Source: an optimization exercise on an open RTL-to-GDS flow (aim: small area). Production flows keep margins and buffers that such runs may drop.
In this exercise RTL edits were held to simulation tests only and were not proved equivalent to the original.
The clock port is modelled as an ideal driver; clocking choices that lean on that would not hold on a real chip.
No activity file was given, so power comes from the tool's default toggle rates.

**design.v**
```verilog
module bst_msg_dec (
    input  wire [10:0]  n,           
    input  wire         is_a,        
    input  wire         is_b,        
    input  wire         is_d,        
    input  wire [7:0]   s_l,
    input  wire [7:0]   s_x,
    input  wire [7:0]   s_h2,
    input  wire [7:0]   s_pdus,
    input  wire [7:0]   s_pduf,
    input  wire [7:0]   s_c,
    output wire         l_ok,        
    output wire [2:0]   kind,        
    output wire [2:0]   prio,
    output wire         dst_valid,
    output wire [17:0]  pgn,
    output wire [10:0]  dlen,
    output reg  [2:0]   field,
    output wire         id_valid,
    output reg  [15:0]  declared,
    output wire [15:0]  actual
);
    localparam [2:0] F_HEADER = 3'd0;
    localparam [2:0] F_L      = 3'd1;
    localparam [2:0] F_DL     = 3'd2;
    localparam [2:0] F_LL     = 3'd3;
    localparam [2:0] F_DATA   = 3'd4;
    wire [15:0] ll = {s_h2, s_x};
    wire nz      = (n != 11'd0);
    wire short8  = (n < 11'd8);
    wire short13 = (n < 11'd13);
    wire short   = is_d ? short13 : short8;
    wire data_ok = (s_l <= 8'd14);      
    wire ll_big  = (ll > 16'd1785);
    wire [8:0] l_plus2 = {1'b0, s_l} + 9'd2;
    assign     l_ok    = (n == {2'd0, l_plus2});
    wire [3:0]  c = short ? 4'd0 : (is_d ? 4'd13 : (l_ok ? 4'd8 : 4'd2));
    wire [10:0] d = n - {7'd0, c};
    wire [15:0] t    = {is_d ? s_h2 : 8'd0, s_x};
    wire        t_ok = (t[10:0] == d);
    wire ok_a = !short8 && l_ok && t_ok;
    wire ok_b = !short8 && l_ok && data_ok;
    wire ok_d = !short13 && !ll_big && t_ok;
    wire msg  = nz && ((is_a && ok_a) || (is_b && ok_b) || (is_d && ok_d));
    wire unk  = nz && !is_a && !is_b && !is_d;
    assign kind      = msg ? 3'd0 : (unk ? 3'd4 : 3'd5);
    assign prio      = is_a ? s_h2[2:0] : s_c[4:2];
    assign dst_valid = !is_b || (s_pduf[7:4] != 4'hF);
    assign pgn       = {s_c[1:0], s_pduf, (s_pduf[7:4] == 4'hF) ? s_pdus : 8'd0};
    assign dlen      = d;
    assign id_valid  = nz;
    assign actual    = (is_d && !short && ll_big) ? ll : {5'd0, d};
    always @* begin
        if (!nz || short) begin
            field    = F_HEADER;
            declared = !nz ? 16'd1 : (is_d ? 16'd13 : 16'd8);
        end else if (is_d) begin
            field    = ll_big ? F_DATA : F_LL;
            declared = ll_big ? 16'd1785 : t;
        end else if (!l_ok) begin
            field    = F_L;
            declared = {8'd0, s_l};
        end else if (is_b) begin
            field    = F_DATA;
            declared = 16'd8;
        end else begin
            field    = F_DL;
            declared = t;
        end
    end
endmodule
module bst_rx #(
    parameter MAX_FRAME = 1798
) (
    input  wire         clk,
    input  wire         rst,             
    input  wire         in_valid,
    input  wire [7:0]   in_byte,
    output reg          dat_valid,
    output wire [7:0]   dat_byte,
    output wire [10:0]  dat_idx,
    output reg          evt_valid,
    output reg  [2:0]   evt_kind,
    output wire [7:0]   msg_tag,
    output wire [2:0]   msg_prio,
    output wire [7:0]   msg_pdus,
    output wire [7:0]   msg_pduf,
    output wire [1:0]   msg_dp,
    output wire [7:0]   msg_dst,
    output wire         msg_dst_valid,
    output wire [7:0]   msg_src,
    output wire [31:0]  msg_ts,
    output wire [1:0]   msg_trc,
    output wire         msg_dir,
    output wire [7:0]   msg_dpp,
    output wire [7:0]   msg_ctrl,
    output wire [17:0]  msg_pgn,
    output wire [10:0]  msg_dlen,
    output wire [10:0]  err_len,
    output wire [7:0]   err_byte,
    output wire [7:0]   err_expected,
    output wire         err_cks_valid,
    output wire [7:0]   err_id,
    output wire         err_id_valid,
    output wire [2:0]   err_field,
    output wire [15:0]  err_declared,
    output wire [15:0]  err_actual
);
    localparam [7:0] DLE = 8'h10;
    localparam [7:0] STX = 8'h02;
    localparam [7:0] ETX = 8'h03;
    localparam [1:0] S_SCAN     = 2'd0;
    localparam [1:0] S_SCAN_DLE = 2'd1;
    localparam [1:0] S_BODY     = 2'd2;
    localparam [1:0] S_BODY_ESC = 2'd3;
    localparam [1:0] E_FRAME    = 2'd0;
    localparam [1:0] E_CHECKSUM = 2'd1;
    localparam [1:0] E_UNESC    = 2'd2;
    localparam [1:0] E_TOOLARGE = 2'd3;
    reg  [1:0]   state;
    reg          empty;      
    reg  [10:0]  idx;        
    reg  [7:0]   nsum;       
    reg  [7:0]   blast;      
    reg          cks_nz;     
    reg  [7:0]   s_l, s_x, s_h2, s_pdus, s_pduf, s_src, s_dst, s_c;
    reg  [7:0]   s_ts0, s_ts1, s_ts2, s_ts3;
    reg          t_d;
    wire is_a  = !t_d && ((s_ts3 == 8'h93) || (s_ts3 == 8'h94));
    wire is_b  = !t_d && (s_ts3 == 8'h95);
    wire is_d  = t_d;
    wire b_dle = (in_byte == DLE);
    wire b_stx = (in_byte == STX);
    wire b_etx = (in_byte == ETX);
    wire [7:0]   nsum_all = nsum - blast;
    wire buf_full = !empty && idx[10] && idx[9] && idx[8] && idx[2] && idx[1];
    wire [2:0] md_kind;      
    wire       l_ok;         
    reg          append;         
    reg          unesc;          
    reg          fend;           
    reg          clear;          
    reg  [1:0]   next_state;
    reg          ev;             
    reg  [1:0]   ev_class;
    always @* begin
        append     = 1'b0;
        unesc      = 1'b0;
        fend       = 1'b0;
        clear      = 1'b0;
        next_state = state;
        ev         = 1'b0;
        ev_class   = E_TOOLARGE;
        case (state)
            S_SCAN: begin
                if (b_dle) next_state = S_SCAN_DLE;
            end
            S_SCAN_DLE: begin
                if (b_stx) begin
                    next_state = S_BODY;
                    clear      = 1'b1;
                end else if (!b_dle) begin
                    next_state = S_SCAN;
                end
            end
            S_BODY: begin
                if (b_dle) begin
                    next_state = S_BODY_ESC;
                end else if (buf_full) begin
                    ev         = 1'b1;
                    clear      = 1'b1;
                    next_state = S_SCAN;
                end else begin
                    append = 1'b1;
                end
            end
            S_BODY_ESC: begin
                if (b_dle) begin
                    if (buf_full) begin
                        ev         = 1'b1;
                        clear      = 1'b1;
                        next_state = S_SCAN;
                    end else begin
                        append     = 1'b1;
                        next_state = S_BODY;
                    end
                end else if (b_etx) begin
                    ev         = 1'b1;
                    fend       = 1'b1;
                    clear      = 1'b1;
                    next_state = S_SCAN;
                    ev_class   = (!empty && nsum_all == 8'd0) ? E_FRAME : E_CHECKSUM;
                end else begin
                    ev         = 1'b1;
                    unesc      = 1'b1;
                    clear      = 1'b1;
                    ev_class   = E_UNESC;
                    next_state = b_stx ? S_BODY : S_SCAN;
                end
            end
        endcase
    end
    wire [12:0] pos;
    genvar p;
    generate
        for (p = 0; p < 13; p = p + 1) begin : g_pos
            if (p == 0) begin : g0
                assign pos[p] = empty;
            end else begin : gn
                assign pos[p] = !empty && (idx == p - 1);
            end
        end
    endgenerate
    wire        wr = in_valid && (append || unesc);
    always @(posedge clk) begin
        if (rst) begin
            state <= S_SCAN;
            empty <= 1'b1;
        end else if (in_valid) begin
            state <= next_state;
            if (clear)
                empty <= 1'b1;
            else if (append)
                empty <= 1'b0;
        end
    end
    always @(posedge clk) begin
        idx <= (in_valid && (append || unesc || fend) && empty) ? 11'd0
             : idx + {10'd0, in_valid && (append || unesc)};
        if (wr) begin
            nsum  <= empty ? 8'd0 : nsum_all;
            blast <= in_byte;
        end
        if (wr && pos[0])                              t_d    <= (in_byte == 8'hD0);
        if (wr && (pos[1] || (pos[8] && is_d)))        s_l    <= in_byte;
        if (wr && (pos[1] || (pos[7] && is_a)))        s_x    <= in_byte;
        if (wr && pos[2])                              s_h2   <= in_byte;
        if (wr && (pos[3] || (pos[5] && !is_a)))       s_pdus <= in_byte;
        if (wr && (pos[4] || (pos[6] && !is_a)))       s_pduf <= in_byte;
        if (wr && pos[4])                              s_src  <= in_byte;
        if (wr && (pos[3] || (pos[5] && is_b) || (pos[6] && is_a)))
                                                       s_dst  <= in_byte;
        if (wr && (pos[5] || (pos[7] && !is_a)))       s_c    <= in_byte;
        if (wr && (pos[2] || (pos[9] && !is_b)))       s_ts0  <= in_byte;
        if (wr && (pos[3] || (pos[10] && !is_b)))      s_ts1  <= in_byte;
        if (wr && pos[11])                             s_ts2  <= in_byte;
        if (wr && (pos[0] || (pos[12] && t_d)))        s_ts3  <= in_byte;
    end
    always @(posedge clk) begin
        if (rst) begin
            dat_valid <= 1'b0;
            evt_valid <= 1'b0;
        end else begin
            dat_valid <= in_valid && append;
            evt_valid <= in_valid && ev;
        end
        evt_kind <= (ev_class == E_FRAME) ? md_kind : {1'b0, ev_class};
        cks_nz <= !empty;
    end
    assign dat_byte = blast;
    assign dat_idx  = idx;
    bst_msg_dec u_msg (
        .n(idx), .is_a(is_a), .is_b(is_b), .is_d(is_d),
        .s_l(s_l), .s_x(s_x), .s_h2(s_h2), .s_pdus(s_pdus), .s_pduf(s_pduf), .s_c(s_c), .l_ok(l_ok),
        .kind(md_kind), .prio(msg_prio), .dst_valid(msg_dst_valid), .pgn(msg_pgn),
        .dlen(msg_dlen), .field(err_field), .id_valid(err_id_valid),
        .declared(err_declared), .actual(err_actual)
    );
    wire [7:0] tag = t_d ? 8'hD0 : s_ts3;
    assign msg_tag  = tag;
    assign msg_pdus = s_pdus;
    assign msg_pduf = s_pduf;
    assign msg_dp   = s_c[1:0];
    assign msg_dst  = s_dst;
    assign msg_src  = s_src;
    assign msg_ts   = {is_b ? 16'd0 : {s_ts3, s_ts2}, s_ts1, s_ts0};
    assign msg_trc  = s_c[6:5];
    assign msg_dir  = s_c[7];
    assign msg_dpp  = s_c;
    assign msg_ctrl = s_l;
    assign err_len       = idx;
    assign err_byte      = blast;
    assign err_expected  = nsum;
    assign err_cks_valid = cks_nz;
    assign err_id        = tag;
endmodule
```
**flow/run.sh**
```bash
#!/bin/bash
# Standard layout with these changes:
# - synthesis maps the logic with ABC on each of eight area-oriented scripts
#   (flow/area*.abc) and keeps the smallest result (flow/synth.tcl), with
#   adders left to ABC as plain logic rather than mapped to adder cells and
#   carry chains built as ripple rather than Kogge-Stone trees;
# - synthesis's pass-through buffers are removed before placement, as the
#   timing-driven placement does (flow/pre_global_place.tcl);
# - the port buffers use the smallest buffer cell;
# - the clock tree uses small leaf buffers without dummy loads, and leaf
#   buffers whose flip-flops would see a slow clock edge are upsized
#   (flow/post_cts.tcl).
set -euo pipefail
F="$PWD/flow"
export AREA_ABC_SCRIPTS="$(ls "$F"/area*.abc | tr "\n" " ")"
export PRE_GLOBAL_PLACE_TCL="$F/pre_global_place.tcl"
export POST_CTS_TCL="$F/post_cts.tcl"
export BUFFER_PORTS_ARGS="-buffer_cell sky130_fd_sc_hd__buf_1"
export CTS_ARGS="-sink_clustering_enable -repair_clock_nets -dont_use_dummy_load -root_buf sky130_fd_sc_hd__clkbuf_8 -buf_list sky130_fd_sc_hd__clkbuf_4 -sink_clustering_size 8 -sink_clustering_max_diameter 40"
bash standard.sh SYNTH_SCRIPT="$F/synth.tcl" ADDER_MAP_FILE= SYNTH_OPERATIONS_ARGS=-flatten finish > make_finish.log 2>&1
```
**flow/area1.abc**
```
strash
&get -n
&st
&dc2
&syn3
&dch -f
&nf -p -R 1000 -C 32
&st
&dc2
&syn3
&dch -f
&nf -p -R 1000 -C 32
&put
```
**flow/area2.abc**
```
strash
&get -n
&st
&dc2
&syn3
&dch -f
&nf -p -R 1000 -C 32
&st
&dc2
&syn3
&dch -f
&nf -p -R 1000 -C 32
&st
&dc2
&syn3
&dch -f
&nf -p -R 1000 -C 32
&put
```
**flow/area3.abc**
```
strash
&get -n
&st
&dc2
&syn3
&dch
&nf -p -R 1000 -C 32
&st
&dc2
&syn3
&dch
&nf -p -R 1000 -C 32
&put
```
**flow/area4.abc**
```
strash
&get -n
&st
&dc2
&syn3
&dch -f
&nf -p -R 1000 -C 32 -E 50
&st
&dc2
&syn3
&dch -f
&nf -p -R 1000 -C 32 -E 50
&put
```
**flow/area5.abc**
```
strash
&get -n
&st
&dc2
&syn3
&dch
&nf -p -R 1000 -C 32
&st
&dc2
&syn3
&dch
&nf -p -R 1000 -C 32
&st
&dc2
&syn3
&dch
&nf -p -R 1000 -C 32
&put
```
**flow/area6.abc**
```
strash
&get -n
&st
&dc2
&syn3
&dch
&nf -p -R 1000
&st
&dc2
&syn3
&dch
&nf -p -R 1000
&put
```
**flow/area7.abc**
```
strash
&get -n
&st
&dc2
&syn3
&dch
&nf -p -R 1000 -C 32 -F 6 -A 4
&st
&dc2
&syn3
&dch
&nf -p -R 1000 -C 32 -F 6 -A 4
&put
```
**flow/area8.abc**
```
strash
&get -n
&st
&dc2
&syn3
&dch -f
&nf -p -R 1000 -C 32 -k
&st
&dc2
&syn3
&dch -f
&nf -p -R 1000 -C 32 -k
&put
```
**flow/post_cts.tcl**
```tcl
# Upsize each leaf clock buffer whose flip-flops would see a slow clock edge,
# then legalize the placement again.
estimate_parasitics -placement
set upsized 0
foreach inst [get_cells clkbuf*] {
  if { [get_property $inst ref_name] ne "sky130_fd_sc_hd__clkbuf_4" } { continue }
  set net [get_nets -of_objects [get_pins [get_name $inst]/X]]
  set worst 0
  foreach p [get_pins -of_objects $net] {
    if { [get_property $p direction] eq "input" } {
      set s [get_property $p slew_max]
      if { $s > $worst } { set worst $s }
    }
  }
  if { $worst > 0.105 } {
    puts "post-CTS: [get_name $inst] drives a clock slew of $worst ns; upsizing"
    replace_cell $inst sky130_fd_sc_hd__clkbuf_8
    incr upsized
  }
}
puts "post-CTS: upsized $upsized clock buffers"
if { $upsized > 0 } {
  detailed_placement
  check_placement -verbose
  estimate_parasitics -placement
}
```
**flow/pre_global_place.tcl**
```tcl
# Remove synthesis's buffers; global_place.tcl then buffers the ports.
remove_buffers
```
**flow/synth.tcl**
```tcl
# The standard synthesis (synth_recipe.tcl), with ABC run on each of the
# area-oriented scripts listed in AREA_ABC_SCRIPTS in place of ORFS's script;
# the mapping with the smallest cell area is kept. The registers are mapped
# before ABC runs, so they come out as in the standard synthesis.
proc synth {args} { yosys synth -nofsm -noshare {*}$args }
proc abc {args} {
  set i [lsearch -exact $args -script]
  set libs {}
  for {set j 0} {$j < [llength $args]} {incr j} {
    if { [lindex $args $j] eq "-liberty" } { lappend libs -liberty [lindex $args [expr {$j + 1}]] }
  }
  set stat_file $::env(OBJECTS_DIR)/abc_choice_stat.txt
  yosys design -save before_abc
  set best_area -1
  set best_k -1
  set k 0
  foreach script $::env(AREA_ABC_SCRIPTS) {
    yosys design -load before_abc
    set a $args
    if { $i >= 0 } { set a [lreplace $a [expr {$i + 1}] [expr {$i + 1}] $script] }
    yosys abc {*}$a
    yosys tee -q -o $stat_file stat {*}$libs
    set f [open $stat_file r]
    set txt [read $f]
    close $f
    if { [regexp {Chip area for module[^:]*:\s*([0-9.eE+]+)} $txt -> area] } {
      puts "ABC script $script: cell area $area"
      if { $best_area < 0 || $area < $best_area } {
        set best_area $area
        set best_k $k
      }
    }
    yosys design -save after_abc_$k
    incr k
  }
  puts "ABC: keeping script [lindex $::env(AREA_ABC_SCRIPTS) $best_k] (cell area $best_area)"
  yosys design -load after_abc_$best_k
}
source $::env(SCRIPTS_DIR)/synth.tcl
# left out here: clear keep_hierarchy, flatten, clean up, hide names made inside functions, write 1_2_yosys.v
```
**standard.sh**
```bash
#!/bin/bash
# synth_recipe.tcl (not shown) runs the flow's synth.tcl, then flattens the netlist and writes it again
# the make line also repeats each setting of config.mk as NAME=value (left out here)
make -C /OpenROAD-flow-scripts/flow DESIGN_CONFIG=/design/flow/config.mk WORK_HOME=/design/flow/orfs CLKGATE_MAP_FILE= SYNTH_SCRIPT=/design/flow/synth_recipe.tcl "${@:-finish}"
```
**config.mk**
```make
export PLATFORM = sky130hd
export DESIGN_NAME = bst_rx
export DESIGN_NICKNAME = bst_rx
export VERILOG_FILES = /design/flow/design.v
export SDC_FILE = /design/flow/constraint.sdc
export NUM_CORES = 4
export LEC_CHECK = 0
export CAP_MARGIN = 0
export CORE_MARGIN = 2
export CORE_UTILIZATION = 40
export GPL_TIMING_DRIVEN = 0
export PLACE_DENSITY = 0.6
export SLEW_MARGIN = 0
```
**constraint.sdc**
```tcl
create_clock -name core_clock -period 7.0 [get_ports {clk}]
set_input_delay 1.4000 -clock core_clock [delete_from_list [all_inputs] [get_ports {clk}]]
set_output_delay 1.4000 -clock core_clock [all_outputs]
set_load 0.01 [all_outputs]
```
==> results.yml, run 1 <==
timing:
  setup_violations: 0
  hold_viol_final: 0
  tightestPinTransition_ps: 1300
  relSlewSlack_pct: 12.7
  max_freq_mhz: 161
  drv_slew: 0
  skew_ps: 33.2
  min_period_ps: 6230
  rsz0062_at_grt: "no"
  setup_tns_ps: 0
  period_share_pct: 89.0
route:
  final_antenna_net_count: 0
  drt_iter0_drc: 288
  vias: 4848
  route.detailed.wl_per_inst_um: 18.5
  dr.pass1.iters: 4
  postRouteWirelength_mm: 17.1
  drc: 0
  drt-vias-per-instance: 5.22
layout:
  regMostFlops: "idx"
  fin_area_um2: 7130
  largest_reg_flops: 11
  drive_gt1_share_pct: 2.43
  nets: 753
  syn2layout_area_growth_pct: 14.4
  antenna_cells: 0
  fillCellCount: 1465
hold_path:
  min_path_type: "flip-flop to flip-flop"
worst_setup_path:
  critPathMaxFanout: 6
  cp.arrival_ps: 4830
  start_kind: "flip-flop"
  end_kind: "output port"
  crit_type: "flip-flop to output port"
  cp.required_ps: 5600
outcome:
  status: "complete, no violations"
placement:
  dpl_cell_area_um2: 6980
  post-dp-hpwl_mm: 12.3
  gp_congestion: 0.845
  port_buffers: 227
floorplanning:
  io_pins: 233
  die_h_um: 129
  dieArea_um2: 16600
  die_w_um: 129
  core_area_um2: 15200
  initial_utilization_pct: 41.0
  row_count: 45
yosys:
  yosysTopAreaCellShare_pct: 54.4
  synth.most_common_cell: "edfxtp_1"
  syn_area_um2: 6240
  avgSynthCellArea_um2: 11.5
  ys_top_cells_by_area: "edfxtp_1, dfxtp_1, buf_4"
  ys_types: 49
  yosysSeqAreaShare_pct: 60.8
  synth_edf_count: 113
  yosysTopAreaCell: "edfxtp_1"
  async_flop_share_pct: 0
  ys.flop_type: "edfxtp_1"
  synth_common_cells: "edfxtp_1, nor2_1, buf_4, nand2_1, a21oi_1"
  ys_seq_elements: 133
  yosysWarnings: 2
  syn_inst: 542
power_and_ir_drop:
  powerDensity_nw_per_um2: 176
  p_leak_nw: 2.30
  ir_worst_vdd_v: 0.000141
global_routing:
  grt_pass1_vias: 4597
  grt.total_usage_pct: 20.5
  grt_antenna_before_repair: 0
  grt_max_degree: 23
  grt_pass1_wl_mm: 25.6
  overflow: 0
cts:
  clk_pin_slew_worst_paths_ps: 90
  clk_latency_ps: 430
  cts_tree: "done"
  cts.sinks: 133
job:
  maxCapViolations: 0
==> placed cells by master, fill, tap and decap left out, drive strengths merged, types with 2 or more instances in the layout <==
| cell type | instances |
|---|---|
| xnor2 | 21 |
| and2 | 17 |
| or2 | 5 |
| nand2b | 11 |
| nand4 | 4 |
| clkinv | 16 |
| dfxtp | 20 |
| nand3b | 2 |
| and3 | 9 |
| or3 | 4 |
| a31o | 2 |
| edfxtp | 113 |
| or4 | 2 |
| a21boi | 2 |
| nand2 | 46 |
| mux2 | 6 |
| a32oi | 2 |
| nor2b | 22 |
| maj3 | 3 |
| nor4 | 3 |
| conb | 5 |
| nor3 | 18 |
| o21ai | 21 |
| o22ai | 4 |
| o211ai | 5 |
| nor3b | 2 |
| clkbuf | 17 |
| nor2 | 52 |
| o31ai | 4 |
| a21oi | 27 |
| o32ai | 2 |
| nand3 | 10 |
| xor2 | 16 |
| and4b | 2 |
| a211oi | 3 |
| buf | 228 |
| o211a | 2 |
==> final timing paths <==
kind / slack [ps] / cells after the start / startpoint / to
worst max-delay path: 770 / 15 / s_l[1] / err_actual[10]
worst min-delay path: 540 / 2 / state[0] / state[0]
worst max register to register: 1900 / 19 / s_l[1] / evt_kind[0]
worst min register to register: 540 / 2 / state[0] / state[0]
==> power by group <==
part	internal, W	switching (W)
Combinational	0.00000167	0.0000163
Clock	0.000143	0.000239
Sequential	0.000856	0.0000000160
Total	0.00100	0.000256
==> stage by stage <==
| step | hold slack, ps | utilization (%) | power [W] | instances | setup WS, ps |
|---|---|---|---|---|---|
| 2_1_floorplan | 485 | - | 0.000878 | 546 | 2100 |
| 5_1_grt | 570 | 46.9 | 0.00130 | 928 | 293 |
| 6_report | 539 | 46.9 | 0.00126 | 928 | 773 |
| 3_3_place_gp | 512 | 45.9 | 0.000892 | 910 | 1150 |
| 3_5_place_dp | 522 | 45.9 | 0.000893 | 911 | 1000 |
==> cell type report <==
type	instances	area, um^2	area share [%]
clock buffer	17	159	2.23
timing repair buffer	228	857	12.0
inverter	16	60.1	0.842
multi-input combinational	346	2030	28.4
tap	188	235	3.30
sequential	133	3790	53.2
==> worst max-delay path, stage by stage (launching register included) <==
cell      delay, ps
edfxtp_1        490
nand2_1         130
nor2_1          300
and3_1          220
nand2_1          80
a211oi_1        270
nor4b_1          90
and3_1          230
nor3_1          510
a21boi_0        230
o21ai_0         350
o21ai_0         310
or3_1           440
o21ai_0         400
o21ai_0         160
buf_1           180
==> metal layers <==
layer	vias to the layer above	wire length [um]	global-route usage [%]	part of all wire (%)
met5	-	0	0	0
met4	0	204	6.27	1.2
met3	14	1490	7.23	8.7
met2	181	8100	32.8	47
met1	2360	7350	26.5	43
li1	2293	-	-	-
==> logic make-up (layout without fill, tap and decap cells) <==
kind of cell | Yosys count | count (layout) | share of synthesized area (%)
AO/OA/AOI/OAI | 82 | 82 | 8.19
adder cells (fa/ha/maj) | 3 | 3 | 0.482
flip-flops | 133 | 133 | 60.8
XOR/XNOR | 37 | 37 | 5.20
multiplexers | 7 | 7 | 1.24
AND/OR/NAND/NOR | 212 | 212 | 17.1
other | 1 | 5 | 0.0601
buffers and inverters | 67 | 261 | 6.86
==> run 2: changes to the inputs <==
--- a/design.v
+++ b/design.v
@@ -80,7 +80,7 @@
     output wire [7:0]   dat_byte,
     output wire [10:0]  dat_idx,
     output reg          evt_valid,
-    output reg  [2:0]   evt_kind,
+    output wire [2:0]   evt_kind,
     output wire [7:0]   msg_tag,
     output wire [2:0]   msg_prio,
     output wire [7:0]   msg_pdus,
@@ -122,7 +122,8 @@
     reg  [10:0]  idx;        
     reg  [7:0]   nsum;       
     reg  [7:0]   blast;      
-    reg          cks_nz;     
+    reg          cks_nz;
+    reg  [1:0]   ek;         
     reg  [7:0]   s_l, s_x, s_h2, s_pdus, s_pduf, s_src, s_dst, s_c;
     reg  [7:0]   s_ts0, s_ts1, s_ts2, s_ts3;
     reg          t_d;
@@ -254,7 +255,7 @@
             dat_valid <= in_valid && append;
             evt_valid <= in_valid && ev;
         end
-        evt_kind <= (ev_class == E_FRAME) ? md_kind : {1'b0, ev_class};
+        ek       <= ev_class;
         cks_nz <= !empty;
     end
     assign dat_byte = blast;
@@ -267,6 +268,7 @@
         .declared(err_declared), .actual(err_actual)
     );
     wire [7:0] tag = t_d ? 8'hD0 : s_ts3;
+    assign evt_kind = (ek == E_FRAME) ? md_kind : {1'b0, ek};
     assign msg_tag  = tag;
     assign msg_pdus = s_pdus;
     assign msg_pduf = s_pduf;
==> run 2 against run 1 <==
Net effect: count of clock-buffer cells in the layout unchanged; register-to-register slack improved by 1100 ps; cell area decreased by 0.68%; largest power group unchanged; routed wire length decreased by 4.5%; utilization decreased by 0.15 points; largest cell class unchanged; cell count decreased by 1.8%; global-route usage decreased by 0.57 points; highest routed layer unchanged; total power decreased by 1.4%; critical endpoint is now evt_kind[0]; hold slack got worse by 3.7 ps; maximum frequency decreased by 6.1%.
==> results.yml, run 2 <==
outcome:
  status: "complete, no violations"
worst_setup_path:
  end_kind: "output port"
  cp_num_buf_inv: 1
  critPathMaxFanout: 16
  reg2reg_to: "s_c[0]"
  crit_chain: "or2_0, a31o_1, nand2_1, o21a_1, or3_1, nor2_1, a21oi_1, a21o_1, maj3_1, xor2_1, xnor2_1, nor4b_1, o2111ai_1, o21a_1, a21o_1, buf_1"
  crit_family: "simple AND/OR/NAND/NOR gates"
  max_stage_delay_ps: 710
  start_kind: "flip-flop"
  critical-path-slowest-cell: "dfxtp_1"
  r2r_slack_ps: 3020
  cp.required_ps: 5600
  reg2reg_from: "empty"
  cp.arrival_ps: 5230
  reg2reg_depth: 8
  crit_type: "flip-flop to output port"
global_routing:
  grt_max_degree: 25
  grt.total_usage_pct: 20.0
  grt_antenna_before_repair: 1
  grt_pass1_vias: 4257
  grt_pass1_wl_mm: 24.4
  overflow: 0
yosys:
  synth_common_cells: "edfxtp_1, nor2_1, buf_4, nand2_1, xnor2_1"
  synth_edf_count: 113
  yosysTopAreaCell: "edfxtp_1"
  syn_area_um2: 6180
  ys_types: 50
  yosysTopAreaCellShare_pct: 54.9
  avgSynthCellArea_um2: 11.7
  yosysSeqAreaShare_pct: 61.1
  ys_top_cells_by_area: "edfxtp_1, dfxtp_1, buf_4"
  async_flop_share_pct: 0
  yosysWarnings: 2
  ys.flop_type: "edfxtp_1"
  syn_inst: 526
  synth.most_common_cell: "edfxtp_1"
  ys_seq_elements: 132
layout:
  drive_gt1_share_pct: 2.90
  nets: 736
  instances_no_fill: 911
  largest_reg_flops: 11
  final_cell_mix: "buf_1, edfxtp_1, nor2_1"
  regMostFlops: "idx"
  syn2layout_area_growth_pct: 14.7
  regArea_um2: 3770
  multi_input_area_um2: 1990
  final_common_cell: "buf_1"
  antenna_cells: 0
  fillCellCount: 1437
floorplanning:
  core_area_um2: 15100
  die_h_um: 128
  io_pins: 233
  initial_utilization_pct: 40.8
  die_w_um: 128
  dieArea_um2: 16500
  row_count: 45
power_and_ir_drop:
  switchingPower_w: 0.000244
  clkPwrFrac_pct: 29.9
  powerDensity_nw_per_um2: 175
  ir_worst_vdd_v: 0.000142
  p_int_w: 0.000995
  p_comb_share_pct: 1.5
  sw_frac_of_total_pct: 19.7
  p_leak_nw: 2.25
  seqPwrFrac_pct: 68.6
route:
  route.detailed.wl_per_inst_um: 18.0
  final_antenna_net_count: 0
  vias: 4692
  drt_iter0_drc: 332
  drt-vias-per-instance: 5.15
  postRouteWirelength_mm: 16.4
  dr.pass1.iters: 9
  drc: 0
job:
  maxCapViolations: 0
cts:
  cts_tree: "done"
  cts.sinks: 132
  clk_latency_ps: 430
  clk_pin_slew_worst_paths_ps: 90
hold_path:
  hold_path_end: "evt_valid"
  min_path_type: "flip-flop to flip-flop"
  hold_depth: 2
  worstHoldStart: "state[1]"
timing:
  rsz0062_at_grt: "no"
  setup_slack_ps: 367
  min_period_ps: 6630
  setup_tns_ps: 0
  max_freq_mhz: 151
  drv_slew: 0
  setup_violations: 0
  period_share_pct: 94.8
  skew_ps: 27.8
  hold_viol_final: 0
  relSlewSlack_pct: 16.2
  tightestPinTransition_ps: 1250
placement:
  dp_cells: 894
  post-dp-hpwl_mm: 11.8
  dp_slack_ps: 856
  port_buffers: 227
  gp_congestion: 0.871
[run 2: cell count changes after synthesis, moves of 5 or more]
cell / before / now
a21oi_1: 27 / 20
o21ai_0: 21 / 16
nand2_1: 46 / 36
nand2b_1: 11 / 4
xnor2_1: 21 / 26
nor3_1: 18 / 12
[run 2: per-stage QoR]
step	cell area [um^2]	power, W	utilization, %	hold slack (ps)
2_1_floorplan	6190	0.000873	-	470
5_1_grt	7090	0.00129	46.8	568
6_report	7090	0.00124	46.8	536
3_5_place_dp	6920	0.000888	45.7	520
3_3_place_gp	6910	0.000887	45.6	504
[run 2: area by class of cell]
cell class,count,share of cell area [%]
tap,188,3.32
timing repair buffer,228,12.1
sequential,132,53.3
multi-input combinational,327,28.1
clock buffer,17,2.24
inverter,19,1.01
[run 2: layer usage]
| layer | routed length (um) | track usage (%) | up-vias |
|---|---|---|---|
| met4 | 245 | 7.24 | 0 |
| met3 | 1060 | 5.26 | 18 |
| met5 | 0 | 0 | - |
| met2 | 7950 | 31.9 | 187 |
| li1 | - | - | 2233 |
| met1 | 7130 | 26.3 | 2254 |
[run 2: worst max path at each step]
stage | start | endpoint | slack, ps | cells past startpoint
final | idx[1] | evt_kind[0] | 370 | 16
after detailed placement | idx[0] | evt_kind[0] | 860 | 16
after floorplan | idx[0] | evt_kind[0] | 1620 | 17
after global placement | idx[0] | evt_kind[0] | 980 | 18
after global routing | idx[1] | evt_kind[0] | 10 | 17
[run 2: logic make-up after synthesis]
family                   Yosys count  synth area share (%)
flip-flops                       132                  61.1
buffers and inverters             71                  7.17
XOR/XNOR                          41                  5.81
multiplexers                       9                  1.62
adder cells (fa/ha/maj)            6                 0.972
AO/OA/AOI/OAI                     71                  7.27
other                              1                0.0607
AND/OR/NAND/NOR                  195                  16.0
[run 2: worst register-to-register path, stage by stage, from the launching register on]
cell	delay (ps)
dfxtp_1	670
clkinv_1	400
a32oi_1	310
nand3b_1	160
nand2_1	100
nand2_1	140
clkinv_1	410
nand4_1	330
nor3b_1	1090
[run 2: power by group through the flow]
stage | clock network (W) | logic (W) | registers (W)
floorplan | 0 | 0.00000463 | 0.000868
finish | 0.000370 | 0.0000185 | 0.000851
detailed placement | 0 | 0.0000193 | 0.000868
global route | 0.000415 | 0.0000207 | 0.000850
global placement | 0 | 0.0000185 | 0.000868
==> run 3: changes to the inputs <==
--- a/design.v
+++ b/design.v
@@ -122,7 +122,7 @@
     reg  [10:0]  idx;        
     reg  [7:0]   nsum;       
     reg  [7:0]   blast;      
-    reg          cks_nz;
+    reg          cks_nz;     
     reg  [1:0]   ek;         
     reg  [7:0]   s_l, s_x, s_h2, s_pdus, s_pduf, s_src, s_dst, s_c;
     reg  [7:0]   s_ts0, s_ts1, s_ts2, s_ts3;
@@ -255,7 +255,7 @@
             dat_valid <= in_valid && append;
             evt_valid <= in_valid && ev;
         end
-        ek       <= ev_class;
+        ek     <= ev_class;
         cks_nz <= !empty;
     end
     assign dat_byte = blast;
==> flow/post_cts.tcl (replaced) <==
# Size each leaf clock buffer to the smallest of clkbuf_2/4/8 whose
# flip-flops see a clock edge no slower than the target, then legalize the
# placement again.
set target 0.105
proc leaf_slew { inst } {
  estimate_parasitics -placement
  set net [get_nets -of_objects [get_pins [get_name $inst]/X]]
  set worst 0
  foreach p [get_pins -of_objects $net] {
    if { [get_property $p direction] eq "input" } {
      set s [get_property $p slew_max]
      if { $s > $worst } { set worst $s }
    }
  }
  return $worst
}
set changed 0
foreach inst [get_cells clkbuf*] {
  if { [get_property $inst ref_name] ne "sky130_fd_sc_hd__clkbuf_4" } { continue }
  set worst [leaf_slew $inst]
  if { $worst > $target } {
    puts "post-CTS: [get_name $inst] drives a clock slew of $worst ns; upsizing"
    replace_cell $inst sky130_fd_sc_hd__clkbuf_8
    incr changed
  } else {
    replace_cell $inst sky130_fd_sc_hd__clkbuf_2
    set small [leaf_slew $inst]
    if { $small > $target } {
      replace_cell $inst sky130_fd_sc_hd__clkbuf_4
    } else {
      puts "post-CTS: [get_name $inst] drives a clock slew of $small ns as clkbuf_2; downsizing"
      incr changed
    }
  }
}
puts "post-CTS: resized $changed clock buffers"
if { $changed > 0 } {
  detailed_placement
  check_placement -verbose
  estimate_parasitics -placement
}
==> run 3 against run 2 <==
Net effect: clock skew grew 5.5 ps; first-iteration DRC count shrank 0.30%; total power shrank 0.25%; cell area is essentially flat; flip-flop and latch count is the same; combinational power is essentially flat; global-route usage is the same; largest cell class unchanged; largest power group unchanged; highest routed layer unchanged.
==> results.yml, run 3 <==
route:
  postRouteWirelength_mm: 16.4
  dr.pass1.iters: 5
  route.detailed.wl_per_inst_um: 18.0
  drt-vias-per-instance: 5.14
  final_antenna_net_count: 0
  drt_iter0_drc: 331
  drc: 0
  vias: 4685
global_routing:
  overflow: 0
  grt.total_usage_pct: 20.0
  grt_pass1_vias: 4257
  grt_max_degree: 25
  grt_pass1_wl_mm: 24.4
  grt_antenna_before_repair: 1
yosys:
  synthXorXnorAreaFrac_pct: 5.81
  yosys.area_share.simple_pct: 16.0
  synthMuxAreaShare_pct: 1.62
  yosysSeqAreaShare_pct: 61.1
  synth.most_common_cell: "edfxtp_1"
  yosysTopAreaCell: "edfxtp_1"
  synth_common_cells: "edfxtp_1, nor2_1, buf_4, nand2_1, xnor2_1"
  synth_compound_area_share_pct: 7.27
  ys.flop_type: "edfxtp_1"
  async_flop_share_pct: 0
  yosysTopAreaCellShare_pct: 54.9
  ys_seq_elements: 132
  synthAdderAreaFrac_pct: 0.972
  ys_types: 50
  synth_edf_count: 113
  ys_top_cells_by_area: "edfxtp_1, dfxtp_1, buf_4"
  avgSynthCellArea_um2: 11.7
  syn_inst: 526
  synth_top_family_by_area: "simple AND/OR/NAND/NOR gates"
  yosysWarnings: 2
  syn_area_um2: 6180
floorplanning:
  core_area_um2: 15100
  die_w_um: 128
  initial_utilization_pct: 40.8
  dieArea_um2: 16500
  die_h_um: 128
  io_pins: 233
  row_count: 45
job:
  maxCapViolations: 0
hold_path:
  hold_depth: 2
  min_path_type: "flip-flop to flip-flop"
worst_setup_path:
  end_kind: "output port"
  critical-path-slowest-cell: "dfxtp_1"
  critPathMaxFanout: 16
  cp.arrival_ps: 5220
  start_kind: "flip-flop"
  cp.required_ps: 5600
  crit_type: "flip-flop to output port"
  max_stage_delay_ps: 710
  reg2reg_depth: 8
  crit_chain: "or2_0, a31o_1, nand2_1, o21a_1, or3_1, nor2_1, a21oi_1, a21o_1, maj3_1, xor2_1, xnor2_1, nor4b_1, o2111ai_1, o21a_1, a21o_1, buf_1"
power_and_ir_drop:
  sw_frac_of_total_pct: 19.7
  p_int_w: 0.000992
  p_comb_share_pct: 1.5
  clkPwrFrac_pct: 29.7
  finalPower_w: 0.00124
  powerDensity_nw_per_um2: 175
  p_leak_nw: 2.25
  ir_worst_vdd_v: 0.000142
  switchingPower_w: 0.000244
  seqPwrFrac_pct: 68.8
placement:
  post-dp-hpwl_mm: 11.8
  gp_congestion: 0.871
  port_buffers: 227
timing:
  drv_slew: 0
  min_period_ps: 6620
  rsz0062_at_grt: "no"
  setup_violations: 0
  skew_ps: 33.3
  period_share_pct: 94.5
  relSlewSlack_pct: 16.2
  tightestPinTransition_ps: 1250
  max_freq_mhz: 151
  setup_tns_ps: 0
  hold_viol_final: 0
cts:
  clk_pin_slew_worst_paths_ps: 90
  clk_latency_ps: 430
  cts_tree: "done"
  cts.sinks: 132
layout:
  antenna_cells: 0
  final_core_util_pct: 46.8
  final_common_cell: "buf_1"
  drive_gt1_share_pct: 2.90
  nets: 736
  syn2layout_area_growth_pct: 14.6
  largest_reg_flops: 11
  final_cell_mix: "buf_1, edfxtp_1, nor2_1"
  regMostFlops: "idx"
outcome:
  status: "complete, no violations"
-- run 3: changes by cell type in the layout (fill, tap and decap cells not counted) --
| cell | previous run | this run |
|---|---|---|
| clkbuf_2 | 0 | 1 |
| clkbuf_4 | 12 | 11 |
-- run 3: cells by family after synthesis --
kind of cell	after synthesis
AO/OA/AOI/OAI	71
adder cells (fa/ha/maj)	6
XOR/XNOR	41
other	1
AND/OR/NAND/NOR	195
buffers and inverters	71
flip-flops	132
multiplexers	9
-- run 3: final timing paths --
path | from | to | slack [ps]
worst max-delay path | idx[1] | evt_kind[0] | 380
worst min-delay path | state[1] | evt_valid | 540
worst min register to register | state[1] | evt_valid | 540
worst max register to register | empty | s_c[0] | 3020
-- run 3: critical path, delay by kind of cell (launching register included) --
| kind | cells | cell delay [ps] |
|---|---|---|
| fa+ha+maj | 1 | 430 |
| simple gates | 5 | 1590 |
| xor+xnor | 2 | 460 |
| flops | 1 | 710 |
| compound gates | 7 | 1480 |
| buf+inv | 1 | 130 |
-- run 3: layout make-up --
class,instances,area [um^2]
fillers,1438,8060
well taps,188,235
repair buffers,228,857
inverters,19,71.3
clock buffers,17,156
multi-input cells,327,1990
flip-flops and latches,132,3770
-- run 3: metrics by stage --
step / setup slack (ps) / hold WS (ps) / instances / cell area (um^2)
floorplan: 1620 / 470 / 530 / 6190
global placement: 983 / 504 / 893 / 6910
detailed placement: 856 / 520 / 894 / 6920
global route: 12.8 / 568 / 911 / 7080
finish: 385 / 536 / 911 / 7080
-- run 3: power by group through the flow --
stage	registers [W]	clock network [W]	logic, W
3_5_place_dp	0.000868	0	0.0000193
5_1_grt	0.000850	0.000412	0.0000207
3_3_place_gp	0.000868	0	0.0000185
6_report	0.000850	0.000367	0.0000185
2_1_floorplan	0.000868	0	0.00000463
-- run 3: routing by layer --
| layer | routed length (um) | global-route usage (%) | vias up |
|---|---|---|---|
| li1 | - | - | 2231 |
| met1 | 7140 | 26.3 | 2253 |
| met2 | 7970 | 31.9 | 183 |
| met3 | 1040 | 5.26 | 18 |
| met4 | 245 | 7.24 | 0 |
| met5 | 0 | 0 | - |
==> run 4: changes to the inputs <==
--- a/flow/run.sh
+++ b/flow/run.sh
@@ -7,9 +7,8 @@
 # - synthesis's pass-through buffers are removed before placement, as the
 #   timing-driven placement does (flow/pre_global_place.tcl);
 # - the port buffers use the smallest buffer cell;
-# - the clock tree uses small leaf buffers without dummy loads, and leaf
-#   buffers whose flip-flops would see a slow clock edge are upsized
-#   (flow/post_cts.tcl).
+# - the clock tree has no dummy loads, and each leaf buffer is sized to the
+#   smallest that keeps its flip-flops' clock edge fast (flow/post_cts.tcl).
 set -euo pipefail
 F="$PWD/flow"
 export AREA_ABC_SCRIPTS="$(ls "$F"/area*.abc | tr "\n" " ")"
==> run 4 against run 3 <==
Net effect: total power unchanged; die area unchanged; cell count is the same; maximum frequency unchanged; non-clock buffer count unchanged; sequential share of layout area did not move; sequential power about the same; clock skew unchanged; flip-flop and latch count stayed put; critical endpoint unchanged.
==> results.yml, run 4 <==
worst_setup_path:
  cp.arrival_ps: 5220
  reg2reg_to: "s_c[0]"
  reg2reg_depth: 8
  crit_type: "flip-flop to output port"
  r2r_slack_ps: 3020
  reg2reg_from: "empty"
  end_kind: "output port"
  start_kind: "flip-flop"
  critPathMaxFanout: 16
  worstSetupStartpoint: "idx[1]"
  cp.required_ps: 5600
  critPathCapture: "evt_kind[0]"
power_and_ir_drop:
  sw_frac_of_total_pct: 19.7
  p_comb_share_pct: 1.5
  seqPwrFrac_pct: 68.8
  p_int_w: 0.000992
  p_leak_nw: 2.25
  ir_worst_vdd_v: 0.000142
  powerDensity_nw_per_um2: 175
  clkPwrFrac_pct: 29.7
  switchingPower_w: 0.000244
yosys:
  synth_compound_area_share_pct: 7.27
  avgSynthCellArea_um2: 11.7
  synthMuxAreaShare_pct: 1.62
  yosysSeqAreaShare_pct: 61.1
  ys_top_cells_by_area: "edfxtp_1, dfxtp_1, buf_4"
  syn_inst: 526
  async_flop_share_pct: 0
  yosysTopAreaCell: "edfxtp_1"
  ys_types: 50
  synth_edf_count: 113
  ys_seq_elements: 132
  yosysWarnings: 2
  synth_common_cells: "edfxtp_1, nor2_1, buf_4, nand2_1, xnor2_1"
  syn_area_um2: 6180
  synthXorXnorAreaFrac_pct: 5.81
  synth_top_family_by_area: "simple AND/OR/NAND/NOR gates"
  synthAdderAreaFrac_pct: 0.972
  yosysTopAreaCellShare_pct: 54.9
  synth.most_common_cell: "edfxtp_1"
  yosys.area_share.simple_pct: 16.0
  ys.flop_type: "edfxtp_1"
global_routing:
  grt_pass1_vias: 4257
  grt_antenna_before_repair: 1
  overflow: 0
  grt_pass1_wl_mm: 24.4
  grt.total_usage_pct: 20.0
  grt_max_degree: 25
layout:
  final_cell_mix: "buf_1, edfxtp_1, nor2_1"
  syn2layout_area_growth_pct: 14.6
  fillCellCount: 1438
  drive_gt1_share_pct: 2.90
  regArea_um2: 3770
  nets: 736
  multi_input_area_um2: 1990
  regMostFlops: "idx"
  final_common_cell: "buf_1"
  antenna_cells: 0
  largest_reg_flops: 11
floorplanning:
  die_w_um: 128
  dieArea_um2: 16500
  io_pins: 233
  row_count: 45
  core_area_um2: 15100
  die_h_um: 128
  initial_utilization_pct: 40.8
job:
  maxCapViolations: 0
route:
  drt_iter0_drc: 331
  dr.pass1.iters: 5
  final_antenna_net_count: 0
  route.detailed.wl_per_inst_um: 18.0
  postRouteWirelength_mm: 16.4
  vias: 4685
  drc: 0
  drt-vias-per-instance: 5.14
timing:
  max_freq_mhz: 151
  setup_violations: 0
  relSlewSlack_pct: 16.2
  skew_ps: 33.3
  rsz0062_at_grt: "no"
  setup_tns_ps: 0
  drv_slew: 0
  hold_viol_final: 0
  fin_hold_ws_ps: 536
  min_period_ps: 6620
  period_share_pct: 94.5
  tightestPinTransition_ps: 1250
cts:
  cts_tree: "done"
  clk_pin_slew_worst_paths_ps: 90
  clk_latency_ps: 430
  cts.sinks: 132
hold_path:
  min_path_type: "flip-flop to flip-flop"
outcome:
  status: "complete, no violations"
placement:
  post-dp-hpwl_mm: 11.8
  gp_congestion: 0.871
  port_buffers: 227
==> run 4: worst min-delay path by stage <==
stage | startpoint | to | slack, ps | depth (start not counted)
floorplan | state[1] | evt_valid | 470 | 2
global placement | state[1] | evt_valid | 500 | 2
detailed placement | state[1] | evt_valid | 520 | 2
finish | state[1] | evt_valid | 540 | 2
global route | state[1] | evt_valid | 570 | 2
==> run 4: cell families (layout without fill, tap and decap cells) <==
logic type,Yosys count,count (layout)
buf+inv,71,264
other cells,1,5
mux,9,9
xor+xnor,41,41
simple gates,195,195
fa+ha+maj,6,6
compound gates,71,71
flops,132,132
==> run 4: layout make-up <==
type | count | area share, %
inverters | 19 | 1.01
flip-flops and latches | 132 | 53.3
multi-input cells | 327 | 28.1
clock buffers | 17 | 2.21
well taps | 188 | 3.32
repair buffers | 228 | 12.1
==> run 4: layer usage <==
metal,global-route usage [%],vias to the layer above,wire length [um]
met2,31.9,183,7970
met3,5.26,18,1040
met1,26.3,2253,7140
met4,7.24,0,245
li1,-,2231,-
met5,0,-,0
==> run 4: through the flow <==
| stage | total power, W | std cells | setup WS, ps | utilization (%) | instance area, um^2 |
|---|---|---|---|---|---|
| after global placement | 0.000887 | 893 | 983 | 45.6 | 6910 |
| after floorplan | 0.000873 | 530 | 1620 | - | 6190 |
| final | 0.00124 | 911 | 385 | 46.8 | 7080 |
| after global routing | 0.00128 | 911 | 12.8 | 46.8 | 7080 |
| after detailed placement | 0.000888 | 894 | 856 | 45.7 | 6920 |
==> run 4: worst max-delay path, cell delays in order, from the launching register on <==
cell and delay (ps):
dfxtp_1 710, or2_0 380, a31o_1 280, nand2_1 190
o21a_1 260, or3_1 410, nor2_1 150, a21oi_1 80
a21o_1 240, maj3_1 430, xor2_1 340, xnor2_1 120
nor4b_1 460, o2111ai_1 180, o21a_1 260, a21o_1 180
buf_1 130
==> run 4: power by group through the flow <==
stage | combinational, W | sequential (W) | clock (W)
detailed placement | 0.0000193 | 0.000868 | 0
floorplan | 0.00000463 | 0.000868 | 0
finish | 0.0000185 | 0.000850 | 0.000367
global route | 0.0000207 | 0.000850 | 0.000412
global placement | 0.0000185 | 0.000868 | 0

[what the ideal ports hide]
Ports are ideal in the flow. The routed layouts listed here were re-timed in OpenROAD.
Step 1, drivers: a clkbuf_16 drives clk and a buf_2 each remaining input, both assumed.
Step 2 moves the port delays by t, midway between the first and last clock arrival at a register: inputs arrive t later, outputs are due t later. That takes back most of the time a late clock gives input paths.
a / b / c = no drivers / after step 1 / after step 2; a / b = the first two.
| run | t, ns | setup slack, ns | slew at the worst register clock pin (ns) |
|---|---|---|---|
| run 1 | 0.448 | 0.773 / 0.735 / 1.070 | 0.10 / 0.10 |
| run 2 | 0.450 | 0.367 / 0.333 / 0.783 | 0.10 / 0.10 |
| run 3 | 0.448 | 0.385 / 0.350 / 0.798 | 0.10 / 0.10 |
| run 4 | 0.448 | 0.385 / 0.350 / 0.798 | 0.10 / 0.10 |
After both steps setup and hold are still met in every run listed.
